Background: an optimization exercise with open tools, aiming at small area. Do not read the settings as production practice. Where RTL was checked, it was by simulation tests only, not by an equivalence proof against the original. For run 1, only the layout was checked, not whether the RTL still works. Power and IR drop assume default switching activity.

### config.mk
export PLATFORM = sky130hd
export DESIGN_NAME = mgmon_core
export DESIGN_NICKNAME = mgmon_core
export VERILOG_FILES = /design/flow/design.v
export SDC_FILE = /design/flow/constraint.sdc
export NUM_CORES = 4
export LEC_CHECK = 0
export CAP_MARGIN = 20
export CORE_MARGIN = 2
export CORE_UTILIZATION = 40
export SLEW_MARGIN = 20
### constraint.sdc
create_clock -name core_clock -period 10.0 [get_ports {clk}]
set_input_delay 2.0000 -clock core_clock [delete_from_list [all_inputs] [get_ports {clk}]]
set_output_delay 2.0000 -clock core_clock [all_outputs]
set_load 0.01 [all_outputs]
### design.v
module mgmon_core (
    input  wire         clk,
    input  wire         rst,
    input  wire         cmd_valid,
    output wire         cmd_ready,
    input  wire [39:0]  cmd_word,
    input  wire [511:0] cmd_bytes,
    output reg          rsp_valid,
    output wire [39:0]  rsp_word,
    output reg  [15:0]  a_o,
    output reg          a_oe,
    input  wire [15:0]  a_i,
    output reg  [7:0]   d_o,
    output reg          d_oe,
    input  wire [7:0]   d_i,
    output reg          rw_o,
    output reg          rw_oe,
    input  wire         rw_i,
    output reg          mclk_o,
    output reg          css_o,
    output reg          be_oe,
    input  wire         sync_i,
    input  wire         vp_i,
    output reg          ce_o,
    output reg          ce_oe,
    output reg          we_o,
    output reg          we_oe,
    output reg          oe_o,
    output reg          oe_oe,
    output wire         pgm_o,
    output reg          pgm_oe
);
    localparam OP_INIT  = 4'h0, OP_ESC   = 4'h1, OP_PULSE = 4'h2, OP_BE    = 4'h3,
               OP_TAKE  = 4'h4, OP_SETBP = 4'h5, OP_CLRBP = 4'h6, OP_STEP  = 4'h7,
               OP_READ  = 4'h8, OP_WRITE = 4'h9, OP_START = 4'hA, OP_END   = 4'hB,
               OP_PROG  = 4'hC;
    localparam [6:0]
        S_IDLE    = 7'd0,
        S_IN_DA   = 7'd1,  S_IN_DD   = 7'd2,  S_IN_DRW  = 7'd3,  S_IN_DPGM = 7'd4,
        S_IN_DOE  = 7'd5,  S_IN_DWE  = 7'd6,  S_IN_DCE  = 7'd7,  S_IN_BE   = 7'd8,
        S_IN_CLK  = 7'd9,  S_IN_CSS  = 7'd10,
        S_ESC     = 7'd11, S_BE      = 7'd12,
        S_PU_HI   = 7'd13, S_PU_W1   = 7'd14, S_PU_LO   = 7'd15, S_PU_W2   = 7'd16,
        S_TB_BE   = 7'd17, S_TB_CSS  = 7'd18, S_TB_DA   = 7'd19, S_TB_A    = 7'd20,
        S_TB_DD   = 7'd21, S_TB_RW   = 7'd22, S_TB_DRW  = 7'd23,
        S_TF_DA   = 7'd24, S_TF_DD   = 7'd25, S_TF_DRW  = 7'd26, S_TF_BE   = 7'd27,
        S_ST_C0   = 7'd28, S_ST_W1   = 7'd29, S_ST_C1   = 7'd30, S_ST_W2   = 7'd31,
        S_ST_SY   = 7'd32, S_ST_VP   = 7'd33, S_ST_RW   = 7'd34, S_ST_A    = 7'd35,
        S_ST_D    = 7'd36, S_ST_C0B  = 7'd37,
        S_RD_C0   = 7'd38, S_RD_RW   = 7'd39, S_RD_A    = 7'd40, S_RD_C1   = 7'd41,
        S_RD_W    = 7'd42, S_RD_D    = 7'd43, S_RD_C0B  = 7'd44,
        S_WR_C0   = 7'd45, S_WR_RW   = 7'd46, S_WR_A    = 7'd47, S_WR_DD   = 7'd48,
        S_WR_D    = 7'd49, S_WR_C1   = 7'd50, S_WR_W1   = 7'd51, S_WR_C0B  = 7'd52,
        S_WR_W2   = 7'd53, S_WR_RWR  = 7'd54, S_WR_DDI  = 7'd55,
        S_SP_CE   = 7'd56, S_SP_WE   = 7'd57, S_SP_OE   = 7'd58, S_SP_PGM  = 7'd59,
        S_SP_DCE  = 7'd60, S_SP_DWE  = 7'd61, S_SP_DOE  = 7'd62, S_SP_DPGM = 7'd63,
        S_EP_PGM  = 7'd64, S_EP_OE   = 7'd65, S_EP_WE   = 7'd66, S_EP_CE   = 7'd67,
        S_PB_DA   = 7'd68, S_PB_DD   = 7'd69, S_PB_A    = 7'd70, S_PB_CE   = 7'd71,
        S_PB_AL0  = 7'd72, S_PB_AL   = 7'd73, S_PB_DB   = 7'd74, S_PB_WEA  = 7'd75,
        S_PB_W1   = 7'd76, S_PB_WEI  = 7'd77, S_PB_W2   = 7'd78, S_PB_DDI  = 7'd79,
        S_PB_CEI  = 7'd80,
        S_PO_OE   = 7'd81, S_PO_CE   = 7'd82, S_PO_S    = 7'd83, S_PO_CEI  = 7'd84,
        S_PO_OEI  = 7'd85, S_PO_DLY  = 7'd86;
    reg  [6:0]   state;
    reg          idle_r;       
    reg          busy_r;       
    reg  [3:0]   op;
    reg  [31:0]  P;            
    reg  [2:0]   W;            
    reg  [15:0]  bp;
    reg          match;
    reg  [1:0]   st;           
    reg  [511:0] ring;
    assign cmd_ready = idle_r;
    assign pgm_o     = 1'b1;
    wire [3:0]  c_op   = cmd_word[39:36];
    wire [3:0]  c_zero = cmd_word[35:32];
    wire [31:0] c_arg  = cmd_word[31:0];
    reg  [31:0] allowed;
    always @(*) begin
        case (c_op)
            OP_ESC, OP_BE, OP_TAKE: allowed = 32'h0000_0001;
            OP_PULSE, OP_PROG:      allowed = 32'hFFFF_FFFF;
            OP_SETBP, OP_READ:      allowed = 32'h0000_FFFF;
            OP_WRITE:               allowed = 32'h00FF_FFFF;
            default:                allowed = 32'h0000_0000;
        endcase
    end
    wire c_legal = (c_op <= OP_PROG) && (c_zero == 4'h0) && ((c_arg & ~allowed) == 32'h0);
    wire [15:0] c_base   = c_arg[15:0];
    wire [15:0] c_len    = c_arg[31:16];
    wire [6:0]  c_sum    = {1'b0, c_base[5:0]} + {1'b0, c_len[5:0]};
    wire        c_req_ok = (c_len[15:7] == 9'd0) &&
                           (c_len[6] ? (c_len[5:0] == 6'd0 && c_base[5:0] == 6'd0)
                                     : (c_len[5:0] != 6'd0 && (!c_sum[6] || c_sum[5:0] == 6'd0)));
    wire [511:0] ring_rot = {ring[85:0], ring[511:86]};
    always @(posedge clk) ring <= ~((cmd_bytes | {512{busy_r}}) & (ring_rot | {512{idle_r}}));
    wire [7:0]   ring_tap = ring[89:82];
    wire w4_done  = (W[1:0] == 2'b11);
    wire w8_done  = (W == 3'b111);
    wire p_one    = (P[31:1] == 31'd0) && P[0];
    wire len_one  = (P[22:17] == 6'd0) && P[16];
    wire timeout  = !P[22] && !P[21] && !P[17] && P[16];
    wire is_start = (op == OP_START);
    wire dec0  = (state == S_PU_W2) && w4_done;
    wire dec16 = ((state == S_PB_W2) && w4_done) || ((state == S_PO_DLY) && w8_done);
    wire [32:0] brw;
    wire [31:0] P_dec;
    assign brw[0] = dec0;
    genvar gi;
    generate for (gi = 0; gi < 32; gi = gi + 1) begin : g_dec
        assign P_dec[gi] = P[gi] ^ brw[gi];
        if (gi == 15) begin : g_inj
            assign brw[gi+1] = (brw[gi] & !P[gi]) | dec16;
        end else begin : g_chain
            assign brw[gi+1] = brw[gi] & !P[gi];
        end
    end endgenerate
    wire is_pulse = (op == OP_PULSE);
    wire show_a = (op == OP_STEP) && !st[0];
    wire show_d = ((op == OP_STEP) || (op == OP_READ)) && !st[0];
    wire hit    = (bp != 16'h0000) && (P[15:0] == bp);
    assign rsp_word = {2'b00, st,
                       show_a & hit, show_a & P[26], show_a & !P[24] & P[25], show_a & P[24],
                       8'h00, P[23:16] & {8{show_d}}, P[15:0] & {16{show_a}}};
    reg [6:0] nx;
    reg       rsp_n;
    reg [1:0] st_n;
    always @(*) begin
        nx    = state;
        rsp_n = 1'b0;
        st_n  = 2'b00;
        case (state)
        S_IDLE: if (cmd_valid) begin
            if (!c_legal) begin
                rsp_n = 1'b1; st_n = 2'b11;
            end else begin
                case (c_op)
                    OP_INIT:  nx = S_IN_DA;
                    OP_ESC:   nx = S_ESC;
                    OP_PULSE: if (c_arg == 32'd0) rsp_n = 1'b1; else nx = S_PU_HI;
                    OP_BE:    nx = S_BE;
                    OP_TAKE:  nx = c_arg[0] ? S_TB_BE : S_TF_DA;
                    OP_SETBP: rsp_n = 1'b1;
                    OP_CLRBP: rsp_n = 1'b1;
                    OP_STEP:  nx = S_ST_C0;
                    OP_READ:  nx = S_RD_C0;
                    OP_WRITE: nx = S_WR_C0;
                    OP_START: nx = S_TB_BE;
                    OP_END:   nx = S_EP_PGM;
                    default:  if (c_req_ok) nx = S_PB_DA; else begin rsp_n = 1'b1; st_n = 2'b01; end
                endcase
            end
        end
        S_IN_DA:   nx = S_IN_DD;
        S_IN_DD:   nx = S_IN_DRW;
        S_IN_DRW:  nx = S_IN_DPGM;
        S_IN_DPGM: nx = S_IN_DOE;
        S_IN_DOE:  nx = S_IN_DWE;
        S_IN_DWE:  nx = S_IN_DCE;
        S_IN_DCE:  nx = S_IN_BE;
        S_IN_BE:   nx = S_IN_CLK;
        S_IN_CLK:  nx = S_IN_CSS;
        S_IN_CSS:  begin nx = S_IDLE; rsp_n = 1'b1; end
        S_ESC:     begin nx = S_IDLE; rsp_n = 1'b1; end
        S_BE:      begin nx = S_IDLE; rsp_n = 1'b1; end
        S_PU_HI:   nx = S_PU_W1;
        S_PU_W1:   if (w4_done) nx = S_PU_LO;
        S_PU_LO:   nx = S_PU_W2;
        S_PU_W2:   if (w4_done) begin
            if (!p_one)        nx = S_PU_HI;
            else if (is_pulse) begin nx = S_IDLE; rsp_n = 1'b1; end
            else               nx = S_TB_DA;
        end
        S_TB_BE:   nx = S_TB_CSS;
        S_TB_CSS:  nx = S_PU_HI;
        S_TB_DA:   nx = S_TB_A;
        S_TB_A:    nx = S_TB_DD;
        S_TB_DD:   nx = S_TB_RW;
        S_TB_RW:   nx = S_TB_DRW;
        S_TB_DRW:  if (is_start) nx = S_SP_CE; else begin nx = S_IDLE; rsp_n = 1'b1; end
        S_TF_DA:   nx = S_TF_DD;
        S_TF_DD:   nx = S_TF_DRW;
        S_TF_DRW:  nx = S_TF_BE;
        S_TF_BE:   begin nx = S_IDLE; rsp_n = 1'b1; end
        S_ST_C0:   nx = S_ST_W1;
        S_ST_W1:   if (w4_done) nx = S_ST_C1;
        S_ST_C1:   nx = S_ST_W2;
        S_ST_W2:   if (w4_done) nx = S_ST_SY;
        S_ST_SY:   nx = S_ST_VP;
        S_ST_VP:   nx = S_ST_RW;
        S_ST_RW:   nx = S_ST_A;
        S_ST_A:    nx = S_ST_D;
        S_ST_D:    nx = S_ST_C0B;
        S_ST_C0B:  begin nx = S_IDLE; rsp_n = 1'b1; end
        S_RD_C0:   nx = S_RD_RW;
        S_RD_RW:   nx = S_RD_A;
        S_RD_A:    nx = S_RD_C1;
        S_RD_C1:   nx = S_RD_W;
        S_RD_W:    if (w8_done) nx = S_RD_D;
        S_RD_D:    nx = S_RD_C0B;
        S_RD_C0B:  begin nx = S_IDLE; rsp_n = 1'b1; end
        S_WR_C0:   nx = S_WR_RW;
        S_WR_RW:   nx = S_WR_A;
        S_WR_A:    nx = S_WR_DD;
        S_WR_DD:   nx = S_WR_D;
        S_WR_D:    nx = S_WR_C1;
        S_WR_C1:   nx = S_WR_W1;
        S_WR_W1:   if (w8_done) nx = S_WR_C0B;
        S_WR_C0B:  nx = S_WR_W2;
        S_WR_W2:   if (w8_done) nx = S_WR_RWR;
        S_WR_RWR:  nx = S_WR_DDI;
        S_WR_DDI:  begin nx = S_IDLE; rsp_n = 1'b1; end
        S_SP_CE:   nx = S_SP_WE;
        S_SP_WE:   nx = S_SP_OE;
        S_SP_OE:   nx = S_SP_PGM;
        S_SP_PGM:  nx = S_SP_DCE;
        S_SP_DCE:  nx = S_SP_DWE;
        S_SP_DWE:  nx = S_SP_DOE;
        S_SP_DOE:  nx = S_SP_DPGM;
        S_SP_DPGM: begin nx = S_IDLE; rsp_n = 1'b1; end
        S_EP_PGM:  nx = S_EP_OE;
        S_EP_OE:   nx = S_EP_WE;
        S_EP_WE:   nx = S_EP_CE;
        S_EP_CE:   nx = S_TF_DA;
        S_PB_DA:   nx = S_PB_DD;
        S_PB_DD:   nx = S_PB_A;
        S_PB_A:    nx = S_PB_CE;
        S_PB_CE:   nx = S_PB_AL0;
        S_PB_AL0:  nx = S_PB_DB;
        S_PB_AL:   nx = S_PB_DB;
        S_PB_DB:   nx = S_PB_WEA;
        S_PB_WEA:  nx = S_PB_W1;
        S_PB_W1:   if (w4_done) nx = S_PB_WEI;
        S_PB_WEI:  nx = S_PB_W2;
        S_PB_W2:   if (w4_done) nx = len_one ? S_PB_DDI : S_PB_AL;
        S_PB_DDI:  nx = S_PB_CEI;
        S_PB_CEI:  nx = S_PO_OE;
        S_PO_OE:   nx = S_PO_CE;
        S_PO_CE:   nx = S_PO_S;
        S_PO_S:    nx = S_PO_CEI;
        S_PO_CEI:  nx = S_PO_OEI;
        S_PO_OEI:  begin
            if (match)        begin nx = S_IDLE; rsp_n = 1'b1; end
            else if (timeout) begin nx = S_IDLE; rsp_n = 1'b1; st_n = 2'b10; end
            else              nx = S_PO_DLY;
        end
        S_PO_DLY:  if (w8_done) nx = S_PO_OE;
        default:   nx = S_IDLE;
        endcase
    end
    wire in_wait = (state == S_PU_W1) || (state == S_PU_W2) || (state == S_ST_W1) ||
                   (state == S_ST_W2) || (state == S_RD_W)  || (state == S_WR_W1) ||
                   (state == S_WR_W2) || (state == S_PB_W1) || (state == S_PB_W2) ||
                   (state == S_PO_DLY);
    always @(posedge clk) begin
        st    <= st_n;
        if (state == S_PO_S) match <= (d_i == d_o);
        if (idle_r) begin
            P  <= c_arg;
            op <= c_op;
        end else begin
            P  <= P_dec;
        end
        case (state)
            S_TB_CSS: begin P[3] <= 1'b1; P[1] <= 1'b1; P[0] <= 1'b0; end
            S_ST_SY:  P[24] <= sync_i;
            S_ST_VP:  P[25] <= !vp_i;
            S_ST_RW:  P[26] <= rw_i;
            S_ST_A:   P[15:0] <= a_i;
            S_ST_D, S_RD_D: P[23:16] <= d_i;
            default: ;
        endcase
        case (state)
            S_RD_RW, S_TB_RW, S_WR_RWR: rw_o <= 1'b1;
            S_WR_RW:                    rw_o <= 1'b0;
            default: ;
        endcase
        if (rst) begin
            state     <= S_IDLE;
            idle_r    <= 1'b1;
            busy_r    <= 1'b0;
            W         <= 3'd0;
            bp        <= 16'h0000;
            rsp_valid <= 1'b0;
            a_o       <= 16'h0000;
            a_oe      <= 1'b0;
            d_o       <= 8'h00;
            d_oe      <= 1'b0;
            rw_oe     <= 1'b0;
            mclk_o    <= 1'b0;
            css_o     <= 1'b1;
            be_oe     <= 1'b0;
            ce_o      <= 1'b1;
            ce_oe     <= 1'b0;
            we_o      <= 1'b1;
            we_oe     <= 1'b0;
            oe_o      <= 1'b1;
            oe_oe     <= 1'b0;
            pgm_oe    <= 1'b0;
        end else begin
            state     <= nx;
            idle_r    <= (nx == S_IDLE);
            busy_r    <= (nx != S_IDLE);
            rsp_valid <= rsp_n;
            if (in_wait) W <= W + 3'd1;
            if (idle_r && cmd_valid && c_legal &&
                (c_op == OP_SETBP || c_op == OP_CLRBP || c_op == OP_INIT))
                bp <= c_arg[15:0];
            case (state)
                S_IN_DA:   a_oe   <= 1'b0;
                S_IN_DD:   d_oe   <= 1'b0;
                S_IN_DRW:  rw_oe  <= 1'b0;
                S_IN_DPGM: pgm_oe <= 1'b0;
                S_IN_DOE:  oe_oe  <= 1'b0;
                S_IN_DWE:  we_oe  <= 1'b0;
                S_IN_DCE:  ce_oe  <= 1'b0;
                S_IN_BE:   be_oe  <= 1'b0;
                S_IN_CLK:  mclk_o <= 1'b0;
                S_IN_CSS:  css_o  <= 1'b1;
                S_ESC:     css_o  <= P[0];
                S_BE:      be_oe  <= !P[0];
                S_PU_HI:   mclk_o <= 1'b1;
                S_PU_LO:   mclk_o <= 1'b0;
                S_TB_BE:   be_oe  <= 1'b1;
                S_TB_CSS:  css_o  <= 1'b0;
                S_TB_DA:   a_oe   <= 1'b1;
                S_TB_A:    a_o    <= 16'hFFFF;
                S_TB_DD:   d_oe   <= 1'b0;
                S_TB_DRW:  rw_oe  <= 1'b1;
                S_TF_DA:   a_oe   <= 1'b0;
                S_TF_DD:   d_oe   <= 1'b0;
                S_TF_DRW:  rw_oe  <= 1'b0;
                S_TF_BE:   be_oe  <= 1'b0;
                S_ST_C0:   mclk_o <= 1'b0;
                S_ST_C1:   mclk_o <= 1'b1;
                S_ST_C0B:  mclk_o <= 1'b0;
                S_RD_C0:   mclk_o <= 1'b0;
                S_RD_A:    a_o    <= P[15:0];
                S_RD_C1:   mclk_o <= 1'b1;
                S_RD_C0B:  mclk_o <= 1'b0;
                S_WR_C0:   mclk_o <= 1'b0;
                S_WR_A:    a_o    <= P[15:0];
                S_WR_DD:   d_oe   <= 1'b1;
                S_WR_D:    d_o    <= P[23:16];
                S_WR_C1:   mclk_o <= 1'b1;
                S_WR_C0B:  mclk_o <= 1'b0;
                S_WR_DDI:  d_oe   <= 1'b0;
                S_SP_CE:   ce_o   <= 1'b1;
                S_SP_WE:   we_o   <= 1'b1;
                S_SP_OE:   oe_o   <= 1'b1;
                S_SP_DCE:  ce_oe  <= 1'b1;
                S_SP_DWE:  we_oe  <= 1'b1;
                S_SP_DOE:  oe_oe  <= 1'b1;
                S_SP_DPGM: pgm_oe <= 1'b1;
                S_EP_PGM:  pgm_oe <= 1'b0;
                S_EP_OE:   oe_oe  <= 1'b0;
                S_EP_WE:   we_oe  <= 1'b0;
                S_EP_CE:   ce_oe  <= 1'b0;
                S_PB_DA:   a_oe   <= 1'b1;
                S_PB_DD:   d_oe   <= 1'b1;
                S_PB_A:    a_o    <= P[15:0];
                S_PB_CE:   ce_o   <= 1'b0;
                S_PB_AL:   a_o[5:0] <= a_o[5:0] + 6'd1;
                S_PB_DB:   d_o    <= ring_tap;
                S_PB_WEA:  we_o   <= 1'b0;
                S_PB_WEI:  we_o   <= 1'b1;
                S_PB_DDI:  d_oe   <= 1'b0;
                S_PB_CEI:  ce_o   <= 1'b1;
                S_PO_OE:   oe_o   <= 1'b0;
                S_PO_CE:   ce_o   <= 1'b0;
                S_PO_CEI:  ce_o   <= 1'b1;
                S_PO_OEI:  oe_o   <= 1'b1;
                default: ;
            endcase
        end
    end
endmodule
### flow/run.sh
#!/bin/bash
# Layout flow: the standard ORFS flow (standard.sh, unchanged synthesis),
# with smaller port buffers (buf_1 instead of the default clkdlybuf4s50_1)
# and a clock tree built without dummy loads. Every port still gets a buffer.
set -euo pipefail
export BUFFER_PORTS_ARGS="-buffer_cell sky130_fd_sc_hd__buf_1"
export CTS_ARGS="-sink_clustering_enable -repair_clock_nets -dont_use_dummy_load"
bash standard.sh finish > standard_flow.log 2>&1
### standard.sh
#!/bin/bash
# synth_recipe.tcl (not shown) runs the flow's synth.tcl, then flattens the netlist and writes it again
# the make line also repeats each setting of config.mk as NAME=value (left out here)
make -C /OpenROAD-flow-scripts/flow DESIGN_CONFIG=/design/flow/config.mk WORK_HOME=/design/flow/orfs CLKGATE_MAP_FILE= SYNTH_SCRIPT=/design/flow/synth_recipe.tcl "${@:-finish}"
==> key figures, run 1 <==
Yosys
  – Synthesized area per cell: 10.03 µm²
  – Top_reg_cell synth: dfxtp_1
  – Number of synthesized register bits: 618
  – Part of the Yosys area used for sequential elements: 56.19%
  – Post-synth EDFFs: 6
  – Count of distinct cell types in the synthesized netlist: 86
  – Share of synthesized flip-flops with an asynchronous set or reset: 0%
  – YS warnings: 1
  – Summed instance area of the synthesized netlist: 22130 µm²
  – Post-Syn Instances: 2207

Final layout
  – Share of post-route cells with drive strength above 1: 4.433%
  – Area taken by flip-flops and latches: 12440 µm²
  – Final core utilization: 48.15%
  – Filler cell count: 5390
  – Commonest cells after routing, fill and taps aside: buf_1 (650), dfxtp_1 (608), o22ai_1 (519), nor2_1 (129), a21oi_1 (80)
  – Total number of nets in the final design: 3377
  – Leading cell type in the layout, fill and taps excluded: buf_1
  – Area of combinational cells with multiple inputs: 8587 µm²
  – Area growth from synthesis to final layout: 19.42%

STA
  – Total of endpoints with negative setup slack in the final report: 0
  – Worst setup skew after layout: 0.06284 ns
  – Final-layout setup total negative slack: 0 ns
  – Crit share post-route: 77.25%
  – Transition time of the tightest slew-check pin: 1.122 ns
  – Max_slew headroom: 25.20%
  – Achievable frequency: 0.1294 GHz
  – Max-slew violation count: 0
  – Worst Hold Slack: 0.3867 ns
  – Count of final hold-check violations: 0
  – RSZ-0062 raised after global routing: false
  – Shortest clock period the worst path allows after layout: 7.725 ns

Place
  – Final HPWL DP: 66850 µm
  – Gp weighted congestion: 0.9721
  – # port buffers: 651

Clock network
  – TritonCTS clock tree: built
  – Number of post-CTS setup repair buffers: 0
  – Total CTS buffers: 61
  – Count of hold buffers inserted by post-cts repair: 0
  – Clock slew at reported path FFs: 0.06 ns
  – CTS max path bufs: 3
  – Clk sink count: 618
  – Clock tree root buffer cell: clkbuf_16
  – Clock insertion delay at the later pin of the skew report: 0.64 ns
  – # resized after CTS: 0
  – Clock H-tree levels: 2

GRT
  – Antenna violations before repair: 36
  – Global-route wire length before repair: 126500 µm
  – Global-route usage over all layers: 29.86%
  – Grt ovf: 0
  – Number of global-route vias before repair: 19040
  – Pin count of the biggest net entering global routing: 244

Detailed routing
  – Pre-antenna DRT Iters: 5
  – Total length of routed wires: 89100 µm
  – Via count normalized by instance count: 5.736
  – Number of DRC violations after detailed-routing iteration 0: 1767
  – Met2 routed WL: 42320 µm
  – Routed met1 length: 36110 µm
  – Antenna-violating nets left: 0
  – Routed met3 length: 7220 µm
  – Residual DRC: 0
  – Routed vias: 19930
  – Top layer in use: met5
  – Routed len/inst: 25.64 µm

Power
  – Post-route total power: 0.005765 W
  – IR Drop Worst-Case VDD: 0.1680 mV
  – Cell leakage power: 9.918 nW
  – Areal power density over the cells: 218.2 nW/µm²

Worst setup path
  – Slowest Stage Delay on Critical Path: 0.48 ns
  – Critical Path Start Type: flop
  – Library cell appearing most often on the critical path: ha_1
  – Slowest cell on crit path: buf_4
  – Critical Path End Type: flop
  – Worst setup path category: flop to flop
  – Required time at the endpoint of the critical path: 10.44 ns
  – Highest fanout seen on the critical path: 48
  – CP Data Arrival Time: 8.16 ns

Floorplanning
  – Vertical extent of the die: 239.2 µm
  – Starting Density: 40.32%
  – Core ar.: 54880 µm²
  – Horizontal die dimension: 239.2 µm
  – Die area: 57210 µm²
  – Row count: 86
  – Number of top-level pins: 663

Min path
  – Class of the worst hold path: flop to flop

Flow run
  – Max-cap check violation count: 0

Status
  – Status: no timing/DRC/antenna violations
-- metal layers --
metal | up-vias | global-route usage [%]
li1 | 9326 | -
met1 | 9525 | 36.95
met2 | 842 | 49.18
met3 | 207 | 8.816
met4 | 34 | 11.06
met5 | - | 0
-- registers in the layout, indices dropped and copies added, names as in the netlist, 2 cells and up --
| register | count |
|---|---|
| ring | 512 |
| op | 4 |
| P | 32 |
| W | 3 |
| d_o | 8 |
| state | 7 |
| bp | 16 |
| st | 2 |
| a_o | 16 |
-- area by class of cell --
| type | count | share of cell area [%] |
|---|---|---|
| multi-input cells | 1324 | 32.50 |
| clock buffers | 61 | 5.777 |
| flip-flops and latches | 618 | 47.09 |
| well taps | 704 | 3.334 |
| diodes | 19 | 0.1799 |
| inverters | 71 | 1.009 |
| repair buffers | 678 | 10.11 |
-- synth_stat cells, drive strengths merged, types with 34 or more instances --
cell type	n	area (µm²)
nand2	54	205.2
inv	71	266.5
o22ai	519	3247
nor3	52	260.3
a21oi	80	400.4
nor2	131	494.2
ha	40	500.5
mux2i	47	470.5
o21ai	34	170.2
buf	70	404.1
dfxtp	612	12250
clkbuf	133	499.2
nor4	35	240.2
-- report_power, final --
part	leakage [nW]	internal (W)	total, W	switching, W
clock network	0.752	0.00106	0.00195	0.000890
registers	5.20	0.00280	0.00297	0.000164
logic	3.96	0.000340	0.000851	0.000510
total	9.92	0.00420	0.00576	0.00156
-- per-stage QoR --
stage | cell area (µm²) | setup slack [ns] | std cells
global placement | 24840 | 2.369 | 3395
CTS | 26370 | 2.284 | 3456
global route | 26400 | 1.845 | 3465
detailed placement | 24850 | 2.299 | 3395
floorplan | 22160 | 3.062 | 2216
finish | 26420 | 2.275 | 3475
-- cells by family (layout without fill, tap and decap cells) --
group | Yosys count | after routing | share of synthesized area (%)
AOI/OAI and AO/OA | 758 | 758 | 21.91
DFF | 618 | 618 | 56.19
and+or+nand+nor | 423 | 423 | 10.31
buffers and inverters | 274 | 810 | 5.287
muxes | 51 | 51 | 2.330
adders and majority gates | 43 | 43 | 2.443
xor gates and xnor gates | 38 | 38 | 1.504
other | 2 | 30 | 0.03394
-- final timing paths --
kind | startpoint | endpoint | slack (ns) | depth (start not counted)
worst max-delay path | state[2] | P[31] | 2.27 | 38
worst min-delay path | ring[157] | ring[71] | 0.39 | 1
worst max register to register | state[2] | P[31] | 2.27 | 38
worst min register to register | ring[157] | ring[71] | 0.39 | 1
-- worst max-delay path: cells and delay by family, from the launching register on --
kind	cells	cell delay, ns
flip-flops	1	0.30
XOR/XNOR	1	0.12
AO/OA/AOI/OAI	2	0.36
AND/OR/NAND/NOR	3	0.55
buffers and inverters	1	0.48
adder cells (fa/ha/maj)	31	5.77
==> run 2: changes to the inputs <==
--- a/design.v
+++ b/design.v
@@ -90,8 +90,7 @@
     wire [15:0] c_base   = c_arg[15:0];
     wire [15:0] c_len    = c_arg[31:16];
-    wire [6:0]  c_sum    = {1'b0, c_base[5:0]} + {1'b0, c_len[5:0]};
-    wire        c_req_ok = (c_len[15:7] == 9'd0) &&
-                           (c_len[6] ? (c_len[5:0] == 6'd0 && c_base[5:0] == 6'd0)
-                                     : (c_len[5:0] != 6'd0 && (!c_sum[6] || c_sum[5:0] == 6'd0)));
+    wire [15:0] c_last   = c_base + c_len - 16'd1;
+    wire        c_req_ok = (c_len != 16'd0) && (c_len <= 16'd64) &&
+                           ((c_base & 16'hFFC0) == (c_last & 16'hFFC0));
     wire [511:0] ring_rot = {ring[85:0], ring[511:86]};
     always @(posedge clk) ring <= ~((cmd_bytes | {512{busy_r}}) & (ring_rot | {512{idle_r}}));
@@ -103,18 +102,4 @@
     wire timeout  = !P[22] && !P[21] && !P[17] && P[16];
     wire is_start = (op == OP_START);
-    wire dec0  = (state == S_PU_W2) && w4_done;
-    wire dec16 = ((state == S_PB_W2) && w4_done) || ((state == S_PO_DLY) && w8_done);
-    wire [32:0] brw;
-    wire [31:0] P_dec;
-    assign brw[0] = dec0;
-    genvar gi;
-    generate for (gi = 0; gi < 32; gi = gi + 1) begin : g_dec
-        assign P_dec[gi] = P[gi] ^ brw[gi];
-        if (gi == 15) begin : g_inj
-            assign brw[gi+1] = (brw[gi] & !P[gi]) | dec16;
-        end else begin : g_chain
-            assign brw[gi+1] = brw[gi] & !P[gi];
-        end
-    end endgenerate
     wire is_pulse = (op == OP_PULSE);
     wire show_a = (op == OP_STEP) && !st[0];
@@ -260,9 +245,10 @@
             P  <= c_arg;
             op <= c_op;
-        end else begin
-            P  <= P_dec;
         end
         case (state)
             S_TB_CSS: begin P[3] <= 1'b1; P[1] <= 1'b1; P[0] <= 1'b0; end
+            S_PU_W2:  if (w4_done) P <= P - 32'd1;
+            S_PB_W2:  if (w4_done) P[31:16] <= P[31:16] - 16'd1;
+            S_PO_DLY: if (w8_done) P[31:16] <= P[31:16] - 16'd1;
             S_ST_SY:  P[24] <= sync_i;
             S_ST_VP:  P[25] <= !vp_i;
@@ -305,9 +291,10 @@
             rsp_valid <= rsp_n;
             if (in_wait) W <= W + 3'd1;
-            if (idle_r && cmd_valid && c_legal &&
-                (c_op == OP_SETBP || c_op == OP_CLRBP || c_op == OP_INIT))
-                bp <= c_arg[15:0];
+            if (idle_r && cmd_valid && c_legal) begin
+                if (c_op == OP_SETBP) bp <= c_arg[15:0];
+                if (c_op == OP_CLRBP) bp <= 16'h0000;
+            end
             case (state)
-                S_IN_DA:   a_oe   <= 1'b0;
+                S_IN_DA:   begin bp <= 16'h0000; a_oe <= 1'b0; end
                 S_IN_DD:   d_oe   <= 1'b0;
                 S_IN_DRW:  rw_oe  <= 1'b0;
==> run.sh (new file) <==
#!/bin/bash
# synth_recipe.tcl (not shown) runs the flow's synth.tcl, then flattens the netlist and writes it again
# the make line also repeats each setting of config.mk as NAME=value (left out here)
make -C /OpenROAD-flow-scripts/flow DESIGN_CONFIG=/design/flow/config.mk WORK_HOME=/design/flow/orfs CLKGATE_MAP_FILE= SYNTH_SCRIPT=/design/flow/synth_recipe.tcl finish
removed: flow/run.sh
removed: standard.sh
==> key figures, run 2 <==
Yosys
  – Count of distinct cell types in the synthesized netlist: 94
  – Multiplexer share of the synthesized area: 1.625%
  – Synthesized area per cell: 9.417 µm²
  – Ranking of synthesized cells by area: dfxtp_1 (52%), o22ai_1 (14%), clkbuf_1 (2.7%)
  – Part of the Yosys area used for sequential elements: 52.41%
  – Share of synthesized flip-flops with an asynchronous set or reset: 0%
  – YS warnings: 1
  – Share of Yosys cell area claimed by the top area cell type: 51.65%
  – Top_reg_cell synth: dfxtp_1
  – Parity-gate share of the synthesized area counting xor and xnor cells: 2.585%
  – Simple-gate share of the synthesized area: 12.28%
  – Most instantiated library cell after synthesis: dfxtp_1
  – Main combinational cell family by area after synthesis: compound AO/OA/AOI/OAI gates
  – Biggest area consumer among synthesized cells: dfxtp_1
  – Synthesized-area fraction occupied by ao, oa, aoi and oai cells: 23.97%
  – Post-Syn Instances: 2519
  – Post-synth EDFFs: 6
  – Number of synthesized register bits: 618
  – Most common library cells after synthesis: dfxtp_1 (612), o22ai_1 (529), clkbuf_1 (171)
  – Summed instance area of the synthesized netlist: 23720 µm²
  – Share of synthesized cell area in full adder, half adder and majority cells: 1.730%

Power
  – Clock share of power: 43.7%
  – Cell leakage power: 12.26 nW
  – Post-route total power: 0.005947 W
  – Switching share of power: 23.84%
  – Power Internal: 0.004530 W
  – Relative contribution of sequential cells to total power: 46.0%
  – Areal power density over the cells: 180.4 nW/µm²
  – Net switching power of the design: 0.001418 W
  – IR Drop Worst-Case VDD: 0.1394 mV
  – Part of the total power dissipated in combinational logic: 10.3%

STA
  – Max-slew violation count: 0
  – Total of endpoints with negative setup slack in the final report: 0
  – Transition time of the tightest slew-check pin: 1.159 ns
  – Crit share post-route: 55.12%
  – Count of final hold-check violations: 0
  – Achievable frequency: 0.1814 GHz
  – Worst setup skew after layout: 0.02172 ns
  – RSZ-0062 raised after global routing: false
  – Shortest clock period the worst path allows after layout: 5.512 ns
  – Max_slew headroom: 22.76%
  – Final-layout setup total negative slack: 0 ns
  – Worst Hold Slack: 0.3970 ns

Detailed routing
  – Top layer in use: met5
  – Routed met1 length: 41350 µm
  – Routed vias: 22600
  – Routed len/inst: 26.77 µm
  – Met2 routed WL: 51200 µm
  – Routed met3 length: 8796 µm
  – Residual DRC: 0
  – Total length of routed wires: 104400 µm
  – Antenna-violating nets left: 0
  – Via count normalized by instance count: 5.792
  – Number of DRC violations after detailed-routing iteration 0: 2254
  – Pre-antenna DRT Iters: 6

Worst setup path
  – CP Data Arrival Time: 6.01 ns
  – Path depth of the worst reg2reg path: 5
  – Slack of the worst reg-to-reg path: 6.56 ns
  – Worst setup path category: input pin to flop
  – Launching element of the worst setup path: cmd_word[6]
  – Critical Path End Type: flop
  – Required time at the endpoint of the critical path: 10.50 ns
  – R2r endpoint: ring[314]
  – R2R Path Start: idle_r
  – Highest fanout seen on the critical path: 7
  – Critical Path Start Type: input pin

GRT
  – Antenna violations before repair: 62
  – Number of global-route vias before repair: 21800
  – Global-route wire length before repair: 147600 µm
  – Grt ovf: 0
  – Global-route usage over all layers: 32.62%
  – Pin count of the biggest net entering global routing: 233

Final layout
  – Total number of nets in the final design: 3660
  – Area growth from synthesis to final layout: 38.94%
  – Area taken by flip-flops and latches: 12440 µm²
  – Filler cell count: 5258
  – Largest reg by FF count: ring
  – Area of combinational cells with multiple inputs: 10060 µm²
  – Leading cell type in the layout, fill and taps excluded: clkdlybuf4s50_1
  – Max FFs per register: 512
  – Share of post-route cells with drive strength above 1: 6.042%
  – Post-route insts no fill: 3901
  – Biggest regs: ring: 512 flops, P: 32 flops
  – Commonest cells after routing, fill and taps aside: clkdlybuf4s50_1 (650), dfxtp_1 (608), o22ai_1 (529), nor2_1 (136), nand2_1 (134)

Floorplanning
  – Number of top-level pins: 663
  – Horizontal die dimension: 247.5 µm
  – Starting Density: 40.35%
  – Vertical extent of the die: 247.5 µm
  – Row count: 89
  – Core ar.: 58800 µm²
  – Die area: 61270 µm²

Clock network
  – Clock slew at reported path FFs: 0.06 ns
  – Count of hold buffers inserted by post-cts repair: 0
  – Number of post-CTS setup repair buffers: 0
  – # resized after CTS: 0
  – Clock H-tree levels: 3
  – Total CTS buffers: 67
  – Clock insertion delay at the later pin of the skew report: 0.62 ns
  – Clock tree root buffer cell: clkbuf_16
  – Clk sink count: 618
  – CTS max path bufs: 3
  – TritonCTS clock tree: built

Min path
  – Class of the worst hold path: flop to flop
  – Hold-critical path depth: 1
  – Capture endpoint of the worst hold path: ring[147]
  – Hold Path Origin: ring[233]

Place
  – Final HPWL DP: 77460 µm
  – Gp weighted congestion: 0.9500
  – Post-placement cell count: 3748
  – # port buffers: 651

Flow run
  – Max-cap check violation count: 0

Status
  – Status: no timing/DRC/antenna violations
run 2: worst max path at each step:
stage               slack [ns]  cells past startpoint  endpoint
floorplan                 5.46                     12    idle_r
global placement          3.94                     13    idle_r
detailed placement        3.86                     12    idle_r
CTS                       4.49                     12    idle_r
global route              4.25                     13    idle_r
finish                    4.49                     13    idle_r
run 2: kinds of logic after synthesis:
kind of cell / count (synthesis)
AO/OA/AOI/OAI: 885
XOR/XNOR: 70
adder cells (fa/ha/maj): 33
buffers and inverters: 302
flip-flops: 618
multiplexers: 37
other: 2
AND/OR/NAND/NOR: 572
run 2: layout make-up:
class | count | share of cell area [%]
antenna | 33 | 0.2506
clock buffer | 95 | 6.021
clock inverter | 23 | 1.029
inverter | 68 | 0.7744
multi-input combinational | 1608 | 30.52
sequential | 618 | 37.75
tap | 773 | 2.934
timing repair buffer | 683 | 20.72
run 2: power by group through the flow:
stage	clock network (W)	logic (W)	registers, W
after CTS	0.00262	0.000607	0.00273
after global placement	0	0.000598	0.00279
after floorplan	0	0.000294	0.00273
after detailed placement	0	0.000603	0.00278
after global routing	0.00273	0.000662	0.00275
final	0.00260	0.000615	0.00273
run 2: layer usage:
| metal | global-route usage (%) | up-vias |
|---|---|---|
| met5 | 0 | - |
| met4 | 11.61 | 42 |
| met3 | 9.353 | 221 |
| met2 | 55.20 | 1039 |
| met1 | 39.45 | 10810 |
| li1 | - | 10490 |
run 2: critical path, cell delays in order:
cell and delay (ns):
clkdlybuf4s50_1 0.64, inv_1 0.08, ha_1 0.28, inv_1 0.04
ha_1 0.37, a21oi_1 0.15, o21ai_0 0.40, nor2_1 0.09
a2111oi_0 0.43, nand4_1 0.17, nor4_1 0.85, o21ai_1 0.23
a41o_1 0.27
run 2: stage by stage:
stage / util (%) / worst slack [ns] / cell area (µm²)
global route: 56.00 / 4.252 / 32920
floorplan: - / 5.462 / 23760
detailed placement: 51.87 / 3.863 / 30500
finish: 56.06 / 4.488 / 32960
CTS: 55.82 / 4.487 / 32820
global placement: 51.86 / 3.944 / 30490

## separate check: timing with driven ports
No port has a modelled driver above. Below, the same layouts with a new extraction and two added sets of constraints.
Step 1 (the two cells are an assumption about what drives the block):
set clk [get_ports {clk}]
set_driving_cell -lib_cell sky130_fd_sc_hd__clkbuf_16 $clk
set_driving_cell -lib_cell sky130_fd_sc_hd__buf_2 [delete_from_list [all_inputs] $clk]
Step 2 also shifts input and output timing later by t, the mid clock arrival at the registers, as if the neighbouring blocks saw the same clock.
a / b / c = no drivers / after step 1 / after step 2; a / b = the first two.
run	t, ns	setup WS [ns]	hold WS [ns]	worst slew at a driven data input, ns	cell pins on the clock port's net
run 1	0.669	2.275 / 2.275 / 2.275	0.387 / 0.387 / 0.387	0.16	1
run 2	0.676	4.488 / 4.519 / 3.842	0.397 / 0.397 / 0.397	0.17	1
After both steps every run listed still meets setup and hold. For run 2, which loses most, drivers alone change the setup slack by +0.031 ns; drivers and shift together by -0.646 ns.
